What follows belongs to an exercise in optimizing a design on an open flow for small area and a short achievable clock period; a production flow would make more cautious choices. No run shown here included a check of the RTL's function; only the layout flow was run. Power and IR drop assume default switching activity.

==> design/flow/design.v <==
module pd_exdiv5 (
    input  wire [15:0] x,
    output wire [15:0] q
);
    wire [16:0] b;
    assign b[0] = 1'b0;
    assign b[1] = 1'b0;
    assign b[2] = 1'b0;
    assign q[0] = x[0];
    assign q[1] = x[1];
    genvar i;
    generate
        for (i = 2; i < 16; i = i + 1) begin : g
            assign q[i]   = x[i] ^ q[i-2] ^ b[i];
            assign b[i+1] = (~x[i] & (q[i-2] | b[i])) | (q[i-2] & b[i]);
        end
    endgenerate
endmodule
module pd_addsh #(parameter N = 8, parameter S = 2) (
    input  wire [N-1:0] y,
    output wire [N+S:0] o
);
    wire [N+S:0] c;
    assign c[S] = 1'b0;
    genvar i;
    generate
        for (i = 0; i < S; i = i + 1) begin : g_lo
            assign o[i] = y[i];
        end
        for (i = S; i < N + S; i = i + 1) begin : g_hi
            wire a, b;
            if (i < N) begin : g_a
                assign a = y[i];
            end else begin : g_na
                assign a = 1'b0;
            end
            assign b = y[i-S];
            assign o[i]   = a ^ b ^ c[i];
            assign c[i+1] = (a & b) | (a & c[i]) | (b & c[i]);
        end
    endgenerate
    assign o[N+S] = c[N+S];
endmodule
module pd_mul5 #(parameter N = 8) (
    input  wire [N-1:0] y,
    output wire [N+2:0] o
);
    pd_addsh #(.N(N), .S(2)) u (.y(y), .o(o));
endmodule
module pd_mul25 #(parameter N = 8) (
    input  wire [N-1:0] y,
    output wire [N+5:0] o
);
    wire [N+2:0] y5;
    wire [N+5:0] o_full;
    pd_addsh #(.N(N),   .S(2)) u1 (.y(y),  .o(y5));
    pd_addsh #(.N(N+3), .S(2)) u2 (.y(y5), .o(o_full));
    assign o = o_full;
endmodule
module pd_exdiv3 (
    input  wire [15:0] x,
    output wire [15:0] q
);
    wire [16:0] b;
    assign b[0] = 1'b0;
    assign b[1] = 1'b0;
    assign q[0] = x[0];
    genvar i;
    generate
        for (i = 1; i < 16; i = i + 1) begin : g
            assign q[i]   = x[i] ^ q[i-1] ^ b[i];
            assign b[i+1] = (~x[i] & (q[i-1] | b[i])) | (q[i-1] & b[i]);
        end
    endgenerate
endmodule
module pd_pdo_decode (
    input  wire [29:0]  w,
    input  wire         ef,
    input  wire         ep,
    output wire [125:0] rec
);
    wire [9:0] f_i   = w[9:0]   & {10{ef}};
    wire [9:0] f_v   = w[19:10] & {10{ef}};
    wire [6:0] p_i   = w[6:0]   & {7{ep}};
    wire [7:0] p_vmn = w[15:8]  & {8{ep}};
    wire [7:0] p_vmx = w[24:17] & {8{ep}};
    wire [1:0] p_apd = w[29:28] & {2{ep}};
    wire [12:0] f_i_5;      
    wire [15:0] f_v_25;     
    wire [12:0] p_i_25;     
    wire [13:0] p_vmn_25;   
    wire [13:0] p_vmx_25;
    pd_mul5  #(.N(10)) u_fi  (.y(f_i),   .o(f_i_5));
    pd_mul25 #(.N(10)) u_fv  (.y(f_v),   .o(f_v_25));
    pd_mul25 #(.N(7))  u_pi  (.y(p_i),   .o(p_i_25));
    pd_mul25 #(.N(8))  u_pmn (.y(p_vmn), .o(p_vmn_25));
    pd_mul25 #(.N(8))  u_pmx (.y(p_vmx), .o(p_vmx_25));
    wire [15:0] f_i_ma   = {2'd0, f_i_5, 1'b0};
    wire [15:0] f_v_mv   = {f_v_25[14:0], 1'b0};
    wire [15:0] p_i_ma   = {2'd0, p_i_25, 1'b0};
    wire [15:0] p_vmn_mv = {p_vmn_25[13:0], 2'b0};
    wire [15:0] p_vmx_mv = {p_vmx_25[13:0], 2'b0};
    assign rec = {p_vmx_mv, p_vmn_mv, p_i_ma, p_apd, p_vmx, p_vmn, p_i,
                  f_v_mv, f_i_ma, f_v, f_i, ep};
endmodule
module pd_rdo_decode (
    input  wire [30:0]  w,
    input  wire         rf,
    input  wire         rp,
    output wire [108:0] rec
);
    wire [9:0]  f_max = w[9:0]   & {10{rf}};
    wire [9:0]  f_op  = w[19:10] & {10{rf}};
    wire [2:0]  f_pos = w[30:28] & {3{rf}};
    wire [6:0]  p_op  = w[6:0]   & {7{rp}};
    wire [10:0] p_v   = w[19:9]  & {11{rp}};
    wire [2:0]  p_pos = w[30:28] & {3{rp}};
    wire [12:0] f_max_5, f_op_5;
    wire [12:0] p_op_25;
    wire [13:0] p_v_5;
    pd_mul5  #(.N(10)) u_fm (.y(f_max), .o(f_max_5));
    pd_mul5  #(.N(10)) u_fo (.y(f_op),  .o(f_op_5));
    pd_mul25 #(.N(7))  u_po (.y(p_op),  .o(p_op_25));
    pd_mul5  #(.N(11)) u_pv (.y(p_v),   .o(p_v_5));
    wire [15:0] f_max_ma = {2'd0, f_max_5, 1'b0};
    wire [15:0] f_op_ma  = {2'd0, f_op_5, 1'b0};
    wire [15:0] p_op_ma  = {2'd0, p_op_25, 1'b0};
    wire [15:0] p_v_mv   = {p_v_5, 2'b0};
    assign rec = {p_v_mv, p_op_ma, p_pos, p_v, p_op,
                  f_op_ma, f_max_ma, f_pos, f_op, f_max, rp};
endmodule
module pd_codec (
    input  wire         clk,
    input  wire [7:0]   cmd,
    input  wire [223:0] pay,         
    input  wire [7:0]   cnt,
    input  wire [7:0]   pos,
    input  wire [15:0]  req_i,
    input  wire [15:0]  req_v,
    input  wire [15:0]  val,
    input  wire [7:0]   ev_in,
    input  wire [15:0]  fa,
    input  wire [15:0]  fb,
    input  wire [15:0]  fc,
    input  wire [15:0]  fd,
    output wire [2:0]   err,
    output wire [2:0]   err_idx,
    output wire [78:0]  status_out,
    output wire [7:0]   events_out,
    output wire [2:0]   pdo_len,
    output wire [881:0] pdo_out,     
    output wire [108:0] rdo_out,
    output wire [31:0]  word_out,
    output wire [31:0]  bytes_out,   
    output wire [33:0]  unit_out,
    output wire [19:0]  addr_out
);
    genvar k;
    wire [3:0] op  = cmd[3:0];
    wire [3:0] sel = cmd[7:4];
    wire s0  = (sel == 4'd0);
    wire s01 = (sel[3:1] == 3'd0);
    wire dU = (op[3:1] == 3'b000) & (sel < 4'd12);    
    wire d2 = (op == 4'h2) & s0;                      
    wire d3 = (op == 4'h3) & s0;                      
    wire d4 = (op == 4'h4) & s0;                      
    wire d5 = (op == 4'h5) & s0;                      
    wire d6 = (op == 4'h6) & s0;                      
    wire d7 = (op == 4'h7) & s01;                     
    wire d8 = (op == 4'h8) & s0;                      
    wire d9 = (op == 4'h9) & s01;                     
    wire dA = (op == 4'hA) & s01;                     
    wire dB = (op == 4'hB) & s0;                      
    wire legal = dU | d2 | d3 | d4 | d5 | d6 | d7 | d8 | d9 | dA | dB;
    wire [31:0] ln [0:6];
    wire [6:0]  bad, kind, inl;
    wire [2:0]  c = cnt[2:0];
    wire cnt_ok = (cnt[7:3] == 5'd0);
    generate
        for (k = 0; k < 7; k = k + 1) begin : g_ln
            assign ln[k]   = pay[32*k +: 32];
            assign bad[k]  = ln[k][31];
            assign kind[k] = ln[k][30];
            assign inl[k]  = (c > k);
        end
    endgenerate
    wire [6:0] badm = bad & inl;
    wire any_bad = |badm;
    reg  [2:0] first_bad;
    integer i;
    always @(*) begin
        first_bad = 3'd0;
        for (i = 6; i >= 0; i = i - 1)
            if (badm[i]) first_bad = i + 1;
    end
    wire list_ok = d6 & cnt_ok & ~any_bad;
    wire [6:0] en;
    assign en[0] = (list_ok & inl[0]) | (d5 & ~bad[0]);
    assign en[6:1] = {6{list_ok}} & inl[6:1];
    wire [6:0] ef_in = en & ~kind;
    wire [6:0] ep_in = en & kind;
    wire [15:0] xa = op[3] ? req_i : val;
    wire [15:0] q5a, q25a, q3a, q5v;
    pd_exdiv5 u_d5a  (.x(xa),    .q(q5a));
    pd_exdiv5 u_d25a (.x(q5a),   .q(q25a));
    pd_exdiv3 u_d3a  (.x(xa),    .q(q3a));
    pd_exdiv5 u_d5v  (.x(req_v), .q(q5v));
    wire div5a  = (q5a  <= 16'h3333);
    wire div25a = div5a & (q25a <= 16'h3333);
    wire div3a  = (q3a  <= 16'h5555);
    wire div5v  = (q5v  <= 16'h3333);
    reg [31:0] sw;
    always @(*) begin
        case (pos[2:0])
            3'd2:    sw = ln[1];
            3'd3:    sw = ln[2];
            3'd4:    sw = ln[3];
            3'd5:    sw = ln[4];
            3'd6:    sw = ln[5];
            3'd7:    sw = ln[6];
            default: sw = ln[0];
        endcase
    end
    wire       s_bad = sw[31];
    wire       s_pps = sw[30];
    wire [9:0] s_fmax = sw[9:0];
    wire [6:0] s_pmax = sw[6:0];
    wire [10:0] vmn5, vmx5;
    pd_mul5 #(.N(8)) u_vmn5 (.y(sw[15:8]),  .o(vmn5));
    pd_mul5 #(.N(8)) u_vmx5 (.y(sw[24:17]), .o(vmx5));
    wire pos_bad = (pos == 8'd0) | (pos[7:3] != 5'd0) | (pos[2:0] > c);
    wire fix_exact = ~req_i[0] & div5a;
    wire fix_range = (q5a[15:11] != 5'd0) | (q5a[10:1] > s_fmax);
    wire pps_exact = ~req_i[0] & div25a & (req_v[1:0] == 2'd0) & div5v;
    wire [13:0] qv = q5v[15:2];
    wire pps_range = (q25a[15:8] != 8'd0) | (q25a[7:1] > s_pmax) |
                     (qv < {3'd0, vmn5}) | (qv > {3'd0, vmx5});
    reg [2:0] enc_err;
    always @(*) begin
        if (!cnt_ok)        enc_err = 3'd5;
        else if (pos_bad)   enc_err = 3'd4;
        else if (s_bad)     enc_err = 3'd1;
        else if (!s_pps)    enc_err = !fix_exact ? 3'd3 : (fix_range ? 3'd2 : 3'd0);
        else                enc_err = !pps_exact ? 3'd3 : (pps_range ? 3'd2 : 3'd0);
    end
    wire enc_ok = (enc_err == 3'd0);
    wire [31:0] enc_word = s_pps ? {1'b0, pos[2:0], 8'd0, q5v[12:2], 2'b00, q25a[7:1]}
                                 : {1'b0, pos[2:0], 8'd0, q5a[10:1], q5a[10:1]};
    wire pdo_fix_fit = (fa[15:10] == 0) && (fb[15:10] == 0);
    wire pdo_pps_fit = (fa[15:7] == 0) && (fb[15:8] == 0) && (fc[15:8] == 0) && (fd[15:2] == 0);
    wire rdo_fix_fit = (fa[15:10] == 0) && (fb[15:10] == 0) && (fc[15:3] == 0);
    wire rdo_pps_fit = (fa[15:7] == 0) && (fb[15:11] == 0) && (fc[15:3] == 0);
    wire pdo_fit = sel[0] ? pdo_pps_fit : pdo_fix_fit;
    wire rdo_fit = sel[0] ? rdo_pps_fit : rdo_fix_fit;
    wire [31:0] pdo_word = sel[0] ? {2'b01, fd[1:0], 3'd0, fc[7:0], 1'b0, fb[7:0], 1'b0, fa[6:0]}
                                  : {2'b00, 10'd0, fb[9:0], fa[9:0]};
    wire [31:0] rdo_word = sel[0] ? {1'b0, fc[2:0], 8'd0, fb[10:0], 2'b00, fa[6:0]}
                                  : {1'b0, fc[2:0], 8'd0, fb[9:0], fa[9:0]};
    wire [31:0] ev_word = {16'd0, 4'd0, ev_in[7:4], 4'd0, ev_in[3:0]};
    wire [31:0] w_built = op[3] ? (op[1] ? rdo_word : enc_word)
                                : (op[0] ? pdo_word : ev_word);
    wire use_built = op[3] ? ~op[0] : (op[2] & ~(op[1] ^ op[0]));
    wire [31:0] l0_in = use_built ? w_built : ln[0];
    wire enc = op[0];
    reg [1:0]  u_unit;
    reg        u_exact, u_inrange, u_dec_ok;
    reg [10:0] u_quo;
    reg [15:0] u_phys;
    wire [10:0] v11 = val[10:0];
    wire [15:0] p1  = {5'd0, v11};
    wire [12:0] p3s;
    wire [13:0] p5s;
    wire [16:0] p25s;
    pd_addsh #(.N(11), .S(1)) u_p3 (.y(v11), .o(p3s));
    pd_mul5  #(.N(11)) u_p5  (.y(v11), .o(p5s));
    pd_mul5  #(.N(14)) u_p25 (.y(p5s), .o(p25s));
    wire [15:0] p3  = {3'd0, p3s};
    wire [15:0] p5  = {2'd0, p5s};
    wire [15:0] p25 = p25s[15:0];
    always @(*) begin
        case (sel)
            4'd0:  begin u_unit = 2'd0; u_dec_ok = (val[15:8]  == 0);
                         u_exact = (val[3:0] == 0) & div5a;  u_inrange = (val < 16'd20480);
                         u_quo = {3'd0, q5a[11:4]};  u_phys = p5 << 4; end
            4'd1:  begin u_unit = 2'd1; u_dec_ok = (val[15:8]  == 0);
                         u_exact = (val[2:0] == 0) & div3a;  u_inrange = (val < 16'd6144);
                         u_quo = {3'd0, q3a[10:3]};  u_phys = p3 << 3; end
            4'd2:  begin u_unit = 2'd2; u_dec_ok = (val[15:8]  == 0);
                         u_exact = 1'b1;                     u_inrange = (val < 16'd256);
                         u_quo = {3'd0, val[7:0]};   u_phys = p1; end
            4'd3, 4'd8, 4'd9:
                   begin u_unit = 2'd1; u_dec_ok = (val[15:10] == 0);
                         u_exact = ~val[0] & div5a;          u_inrange = (val < 16'd10240);
                         u_quo = {1'd0, q5a[10:1]};  u_phys = p5 << 1; end
            4'd4:  begin u_unit = 2'd0; u_dec_ok = (val[15:10] == 0);
                         u_exact = ~val[0] & div25a;         u_inrange = (val < 16'd51200);
                         u_quo = {1'd0, q25a[10:1]}; u_phys = p25 << 1; end
            4'd5, 4'd10:
                   begin u_unit = 2'd1; u_dec_ok = (val[15:7]  == 0);
                         u_exact = ~val[0] & div25a;         u_inrange = (val < 16'd6400);
                         u_quo = {4'd0, q25a[7:1]};  u_phys = p25 << 1; end
            4'd6, 4'd7:
                   begin u_unit = 2'd0; u_dec_ok = (val[15:8]  == 0);
                         u_exact = (val[1:0] == 0) & div25a; u_inrange = (val < 16'd25600);
                         u_quo = {3'd0, q25a[9:2]};  u_phys = p25 << 2; end
            default:
                   begin u_unit = 2'd0; u_dec_ok = (val[15:11] == 0);
                         u_exact = (val[1:0] == 0) & div5a;  u_inrange = (val < 16'd40960);
                         u_quo = q5a[12:2];          u_phys = p5 << 2; end
        endcase
    end
    wire [2:0] u_err = enc ? (!u_exact ? 3'd3 : (!u_inrange ? 3'd2 : 3'd0))
                           : (!u_dec_ok ? 3'd2 : 3'd0);
    wire [10:0] u_raw   = enc ? u_quo : v11;
    wire [15:0] u_physo = enc ? val : u_phys;
    reg        a_hit;
    reg [19:0] a_rec;
    always @(*) begin
        a_hit = (val[15:8] == 8'd0);
        case (val[7:0])
            8'h00: a_rec = {8'h06, 2'd1, 3'd7, 3'd4, 4'd0};
            8'h1C: a_rec = {8'hFF, 2'd1, 3'd1, 3'd1, 4'd1};
            8'h1D: a_rec = {8'h02, 2'd1, 3'd1, 3'd4, 4'd2};
            8'h1E: a_rec = {8'h03, 2'd3, 3'd1, 3'd2, 4'd3};
            8'h20: a_rec = {8'h00, 2'd1, 3'd1, 3'd1, 4'd4};
            8'h21: a_rec = {8'h10, 2'd1, 3'd1, 3'd1, 4'd5};
            8'h22: a_rec = {8'h20, 2'd1, 3'd1, 3'd1, 4'd6};
            8'h30: a_rec = {8'h09, 2'd2, 3'd1, 3'd4, 4'd7};
            default: begin a_rec = 20'd0; a_hit = 1'b0; end
        endcase
    end
    wire [26:0] lp [1:6];
    generate
        for (k = 1; k < 7; k = k + 1) begin : g_lp
            assign lp[k] = {ln[k][29:28], ln[k][24:0]};
        end
    endgenerate
    wire is_list = (op == 4'h6);
    wire [26:0] u_pk = {u_physo, u_raw};
    wire [26:0] l1_in = is_list ? lp[1] : (op[3] ? {7'd0, a_rec} : u_pk);
    wire [26:0] l2_in = is_list ? lp[2] : {lp[2][26:2], u_unit};
    reg [2:0] e_in, ei_in, pl_in;
    always @(*) begin
        e_in = 3'd0; ei_in = 3'd0; pl_in = 3'd0;
        if (!legal) e_in = 3'd7;
        else if (dU) e_in = u_err;
        else if (d5) begin
            if (bad[0]) e_in = 3'd1; else pl_in = 3'd1;
        end else if (d6) begin
            if (!cnt_ok) e_in = 3'd5;
            else if (any_bad) begin e_in = 3'd1; ei_in = first_bad; end
            else pl_in = c;
        end else if (d7) e_in = pdo_fit ? 3'd0 : 3'd2;
        else if (dA) e_in = rdo_fit ? 3'd0 : 3'd2;
        else if (d8) begin
            e_in = enc_err;
            if (enc_err == 3'd1) ei_in = pos[2:0];
        end else if (dB) e_in = a_hit ? 3'd0 : 3'd6;
    end
    wire w_en_in = (d8 & enc_ok) | (d7 & pdo_fit) | (dA & rdo_fit);
    wire b_en_in = w_en_in | d4;
    wire rf_in = (d8 & enc_ok & ~s_pps) | (d9 & ~sel[0]);
    wire rp_in = (d8 & enc_ok &  s_pps) | (d9 &  sel[0]);
    wire u_en_in = dU & (u_err == 3'd0);
    wire a_en_in = dB & a_hit;
    reg [31:0] L0;
    reg [26:0] L1, L2, L3, L4, L5, L6;
    reg [6:0]  ef, ep;
    reg [2:0]  r_err, r_eidx, r_plen;
    reg        st_en, ev_en, w_en, b_en, rf, rp, u_en, a_en;
    always @(posedge clk) begin
        L0 <= l0_in;
        L1 <= l1_in;
        L2 <= l2_in;
        L3 <= lp[3];
        L4 <= lp[4];
        L5 <= lp[5];
        L6 <= lp[6];
        ef <= ef_in;
        ep <= ep_in;
        r_err  <= e_in;
        r_eidx <= ei_in;
        r_plen <= pl_in;
        st_en <= d2;
        ev_en <= d3;
        w_en  <= w_en_in;
        b_en  <= b_en_in;
        rf    <= rf_in;
        rp    <= rp_in;
        u_en  <= u_en_in;
        a_en  <= a_en_in;
    end
    assign err     = r_err;
    assign err_idx = r_eidx;
    assign pdo_len = r_plen;
    wire [29:0] lw [0:6];
    assign lw[0] = L0[29:0];
    assign lw[1] = {L1[26:25], 3'd0, L1[24:0]};
    assign lw[2] = {L2[26:25], 3'd0, L2[24:0]};
    assign lw[3] = {L3[26:25], 3'd0, L3[24:0]};
    assign lw[4] = {L4[26:25], 3'd0, L4[24:0]};
    assign lw[5] = {L5[26:25], 3'd0, L5[24:0]};
    assign lw[6] = {L6[26:25], 3'd0, L6[24:0]};
    generate
        for (k = 0; k < 7; k = k + 1) begin : g_pdo
            pd_pdo_decode u_dec (.w(lw[k]), .ef(ef[k]), .ep(ep[k]),
                                 .rec(pdo_out[126*k +: 126]));
        end
    endgenerate
    pd_rdo_decode u_rdo (.w(L0[30:0]), .rf(rf), .rp(rp), .rec(rdo_out));
    wire [31:0] wmask = 32'h71FF_FFFF;
    assign word_out  = L0 & wmask & {32{w_en}};
    assign bytes_out = L0 & wmask & {32{b_en}};
    assign events_out = {L0[11:8], L0[3:0]} & {8{ev_en}};
    wire [7:0] st_v = L0[15:8]  & {8{st_en}};
    wire [7:0] st_i = L0[23:16] & {8{st_en}};
    wire [7:0] st_t = L0[31:24] & {8{st_en}};
    wire [6:0] st_f = {L0[7:4], L0[2:0]} & {7{st_en}};
    wire [10:0] st_v5;
    wire [9:0]  st_i3;
    pd_mul5 #(.N(8)) u_sv (.y(st_v), .o(st_v5));
    pd_addsh #(.N(8), .S(1)) u_si (.y(st_i), .o(st_i3));
    wire [15:0] st_vmv = {1'b0, st_v5, 4'd0};
    wire [15:0] st_ima = {3'd0, st_i3, 3'd0};
    assign status_out = {8'd0, st_t, st_ima, st_vmv, st_t, st_i, st_v, st_f};
    assign unit_out = {L2[1:0], L1[26:11], 5'd0, L1[10:0]} & {34{u_en}};
    assign addr_out = L1[19:0] & {20{a_en}};
endmodule
==> design/flow/run.sh <==
#!/bin/bash
# synth_recipe.tcl (not shown) runs the flow's synth.tcl, then flattens the netlist and writes it again
# the make line also repeats each setting of config.mk as NAME=value (left out here)
make -C /OpenROAD-flow-scripts/flow DESIGN_CONFIG=/design/flow/config.mk WORK_HOME=/design/flow/orfs CLKGATE_MAP_FILE= SYNTH_SCRIPT=/design/flow/synth_recipe.tcl finish
==> design/flow/config.mk <==
export PLATFORM = sky130hd
export DESIGN_NAME = pd_codec
export DESIGN_NICKNAME = pd_codec
export VERILOG_FILES = /design/flow/design.v
export SDC_FILE = /design/flow/constraint.sdc
export NUM_CORES = 4
export LEC_CHECK = 0
export CAP_MARGIN = 20
export CORE_AREA = 5 5 315 315
export DIE_AREA = 0 0 320 320
export SLEW_MARGIN = 20
==> design/flow/constraint.sdc <==
create_clock -name core_clock -period 40.0 [get_ports {clk}]
set_input_delay 8.0000 -clock core_clock [delete_from_list [all_inputs] [get_ports {clk}]]
set_output_delay 8.0000 -clock core_clock [all_outputs]
set_load 0.01 [all_outputs]
==> reports/qor.yml, run 1 <==
yosys.cell_types.count: 85
start_util_pct: 36.0
synth.yosys.seq_area_share_pct: 13.1
post_synth.cell_area_avg_um2: 8.88
stop_stage: "3_2_place_iop"
yosys_reg_bits: 225
run.stop_error: "[ERROR PPL-0024] Number of IO pins (1574) exceeds maximum number of available positions (1154). Increase the die perimeter from 1280.00um to 2140.64um."
syn-cell-area_um2: 34300
floorplan.die.height_um: 320
synth.yosys.warnings: 1
syn_inst: 3861
synth_async_sr_flop_share_pct: 0
die_w_um: 320
most_used_flip_flop_cell_after_synthesis: "dfxtp_1"
post_synth_main_area_contributors: "fa_1, dfxtp_1, ha_1"
synth-edff-count: 0
synth_area_leader_cell: "fa_1"
placementRows: 113
synth_top_area_share_pct: 34.0
outcome: "stopped before the end"
## cell families after synthesis
group                      Yosys count  synth area share [%]
buffers and inverters             1245                  16.3
AOI/OAI and AO/OA                  484                  9.28
other                                1                0.0109
adders and majority gates          858                  44.0
DFF                                225                  13.1
and+or+nand+nor                    954                  14.0
xor gates and xnor gates            20                 0.631
muxes                               74                  2.55
## synthesized netlist by cell type, types with 17 or more instances
master,number
nand2_1,341
a221oi_1,24
clkbuf_1,116
mux2i_1,58
dfxtp_1,225
fa_1,582
nand3_1,30
nor4_1,18
o22ai_1,34
a211oi_1,34
nand2b_1,20
a21oi_1,138
a21o_1,17
ha_1,275
inv_1,857
and2_1,311
nor2_1,130
o21ai_0,90
nor3_1,24
buf_4,246
==> run 2, diff against run 1 <==
--- a/design/flow/config.mk
+++ b/design/flow/config.mk
@@ -6,6 +6,6 @@
 export NUM_CORES = 4
 export LEC_CHECK = 0
 export CAP_MARGIN = 20
-export CORE_AREA = 5 5 315 315
-export DIE_AREA = 0 0 320 320
+export CORE_AREA = 5 5 595 495
+export DIE_AREA = 0 0 600 500
 export SLEW_MARGIN = 20
==> run 2 against run 1 <==
Effect of this change:
- now clean on timing, DRC and antenna
- synthesized cell count stayed put
- synthesized area stayed put
==> reports/qor.yml, run 2 <==
overall_via_count_from_detail_route: 33423
pwr-share-clk_pct: 13.2
floorplan.die.height_um: 500  # +56%
hold_start: "pay[92]"
top_level_port_count: 1574
final.setup.worst_slack_ns: 20.86
headroom_to_the_max_slew_limit_pct: 27.1
fin_crit_sh_pct: 47.9
total_leakage_power_nw: 25.2
rsz_0062_raised_after_global_routing: "no"
final_cell_mix: "clkdlybuf4s50_1, inv_1, fa_1"
syn-cell-area_um2: 34300  # unchanged
path_common_cell: "fa_1"
whs_path_depth: 1
drt_wl_total_um: 264000
grt_util_all_layers_pct: 16.8
hpwl_after_detailed_placement_um: 238000
combinationalPowerShare_pct: 75.9
syn_inst: 3861  # unchanged
num-fill-cells: 32003
crit_path_max_incr_delay_ns: 0.92
via_count_of_the_first_global_routing_pass: 33300
yosys_reg_bits: 225  # unchanged
placementRows: 179  # +58%
worst_setup_path_start_kind: "input pin"
post_synth.cell_area_avg_um2: 8.88  # unchanged
top_register: "L0"
grt_pass1_wl_um: 334000
start_util_pct: 11.9  # -24 points
via_per_inst: 3.71
grt_start_max_net_pins: 64
synth.yosys.warnings: 1  # unchanged
most_used_flip_flop_cell_after_synthesis: "dfxtp_1"
cp_num_buf_inv: 9
clock.fmax_mhz: 52.2
gp_congestion: 0.997
worstHoldPathType: "input pin to flop"
max-cap-violations: 0
tritoncts_num_sinks: 225
final.min_clock_period_ns: 19.14
min_to: "L2[25]$_DFF_P_"
critical_path.slowest_cell: "o41ai_2"
critPathArrivalTime_ns: 19.58
outcome: "timing/DRC/antenna clean"
post_synth_main_area_contributors: "fa_1, dfxtp_1, ha_1"
synth-edff-count: 0  # unchanged
p_int_w: 0.00125
synth_top_area_share_pct: 34.0  # unchanged
largest_reg_flops: 32
drt-pass1-iter-count: 8
power.net_switching_w: 0.00124
yosys.cell_types.count: 85  # unchanged
synth.yosys.seq_area_share_pct: 13.1  # unchanged
worst_path_dominant_cell_family: "adder cells"
drtIter0Drc: 3346
drv_slew: 0
antenna_found_initial: 82
die_w_um: 600  # +88%
synth_async_sr_flop_share_pct: 0  # unchanged
synth_area_leader_cell: "fa_1"
timing_worst_setup_path_type: "input pin to flop"
cts_max_path_buffers: 3
remaining_drc_errors: 0
cts.hold.buffers_added: 0
max-vdd-ir-drop_mv: 0.326
cts.repair_timing.setup_buffer_count: 0
clkSlewWorstSetupHoldPaths_ns: 0.07
cts_root_buffer: "clkbuf_16"
setup_tns_ns: 0
num-nets-final: 6367
port-buffer-count: 1435
die_area_um2: 300000
worst_slew_pin_slew_ns: 1.09
required_time_worst_endpoint_ns: 40.44
power_density_nw_per_um2: 46.7
layout_commonest_cell: "clkdlybuf4s50_1"
syn2layout_area_growth_pct: 55.5
grt_overflow_total: 0
clock_tree.htree_level_count: 2
critical_path_peak_fanout: 63
preCtsSetupSlack_ns: 20.54
coreArea_um2: 287000
final_layout_size_suffix_gt1_share_pct: 3.37
switching_share_pct: 49.9
antenna_violating_nets_post_route: 0
cts_tree: "built"
synth.top_cells.by_count: "inv_1, fa_1, nand2_1"
cts_buffer_count: 34
timing.final.hold_violations: 0
power_frac_seq_pct: 10.9
synth_most_common_cell: "inv_1"
setup_viol_count_final: 0
route.detailed.wl_per_inst_um: 29.3
end_kind: "flop"
cts_resized: 0
run 2: routing by layer:
metal,vias to the layer above,part of all wire [%],GRT usage (%)
met4,16,6.3,9.89
met1,16855,38,20.2
met3,341,10,5.84
li1,14213,-,-
met5,-,0.046,0
met2,1998,45,25.9
run 2: cells by family (layout without fill, tap and decap cells):
logic type / count (synthesis) / in the layout / share of synthesized area [%]
XOR/XNOR: 20 / 20 / 0.631
adder cells (fa/ha/maj): 858 / 858 / 44.0
multiplexers: 74 / 74 / 2.55
buffers and inverters: 1245 / 2430 / 16.3
AO/OA/AOI/OAI: 484 / 484 / 9.28
AND/OR/NAND/NOR: 954 / 954 / 14.0
flip-flops: 225 / 225 / 13.1
other: 1 / 166 / 0.0109
run 2: layout make-up:
type	count	area (um2)	share of cell area (%)
Antenna cell	46	115	0.216
Clock buffer	38	896	1.68
Clock inverter	22	263	0.493
Inverter	860	3230	6.05
Multi-Input combinational cell	2510	24700	46.2
Sequential cell	225	4500	8.45
Tap cell	3801	4760	8.92
Timing Repair Buffer	1510	14900	27.9
run 2: metrics by stage:
step	util (%)	hold slack, ns	cells	cell area (um2)	total power, W
after floorplan	-	8.03	3980	34700	0.00165
after global placement	18.1	8.45	8906	52100	0.00213
after detailed placement	18.1	8.45	8906	52100	0.00215
after CTS	18.5	7.73	8966	53200	0.00251
after global routing	18.6	7.75	8991	53300	0.00273
final	18.6	7.80	9012	53300	0.00249
run 2: worst max-delay path by stage:
stage | start | end | cells after the start
floorplan | cmd[3] | r_err[1]$_SDFF_PP1_ | 34
global placement | cmd[3] | r_err[1]$_SDFF_PP1_ | 34
detailed placement | cmd[3] | r_err[1]$_SDFF_PP1_ | 34
CTS | cmd[3] | r_err[1]$_SDFF_PP1_ | 34
global route | cmd[3] | r_err[1]$_SDFF_PP1_ | 33
finish | cmd[3] | r_err[1]$_SDFF_PP1_ | 33
run 2: power groups by stage:
stage	registers, W	clock network, W	logic (W)
3_3_place_gp	0.000276	0	0.00186
5_1_grt	0.000273	0.000348	0.00210
6_report	0.000272	0.000328	0.00189
2_1_floorplan	0.000253	0	0.00139
3_5_place_dp	0.000275	0	0.00188
4_1_cts	0.000271	0.000343	0.00189

==> what the ideal ports hide <==
The results above use ideal ports. As a check the final layout listed here was re-extracted and re-timed, cells and wires unchanged.
Step 1: set_driving_cell puts a clkbuf_16 on clk and a buf_2 on each other input, an assumption about the parent block.
Step 2 adds t to the input delays and takes it off the output delays; t is the mean of the earliest and latest rising clock arrival at the registers after step 1. Input paths then give back, and output paths get back, about the clock's delay inside the block.
Three values: no drivers, after step 1, after step 2; two values: the first two.
run: run 2
shift t [ns]: 0.686
slack for setup (ns): 20.859 / 20.899 / 20.213
hold slack, ns: 7.801 / 7.771 / 8.457
worst setup path after step 2: input to register
clock arrival spread, ns: 0.048 / 0.048
After both steps run 2 still meets setup and hold. For run 2, drivers alone change the setup slack by +0.040 ns; drivers and shift together by -0.646 ns.
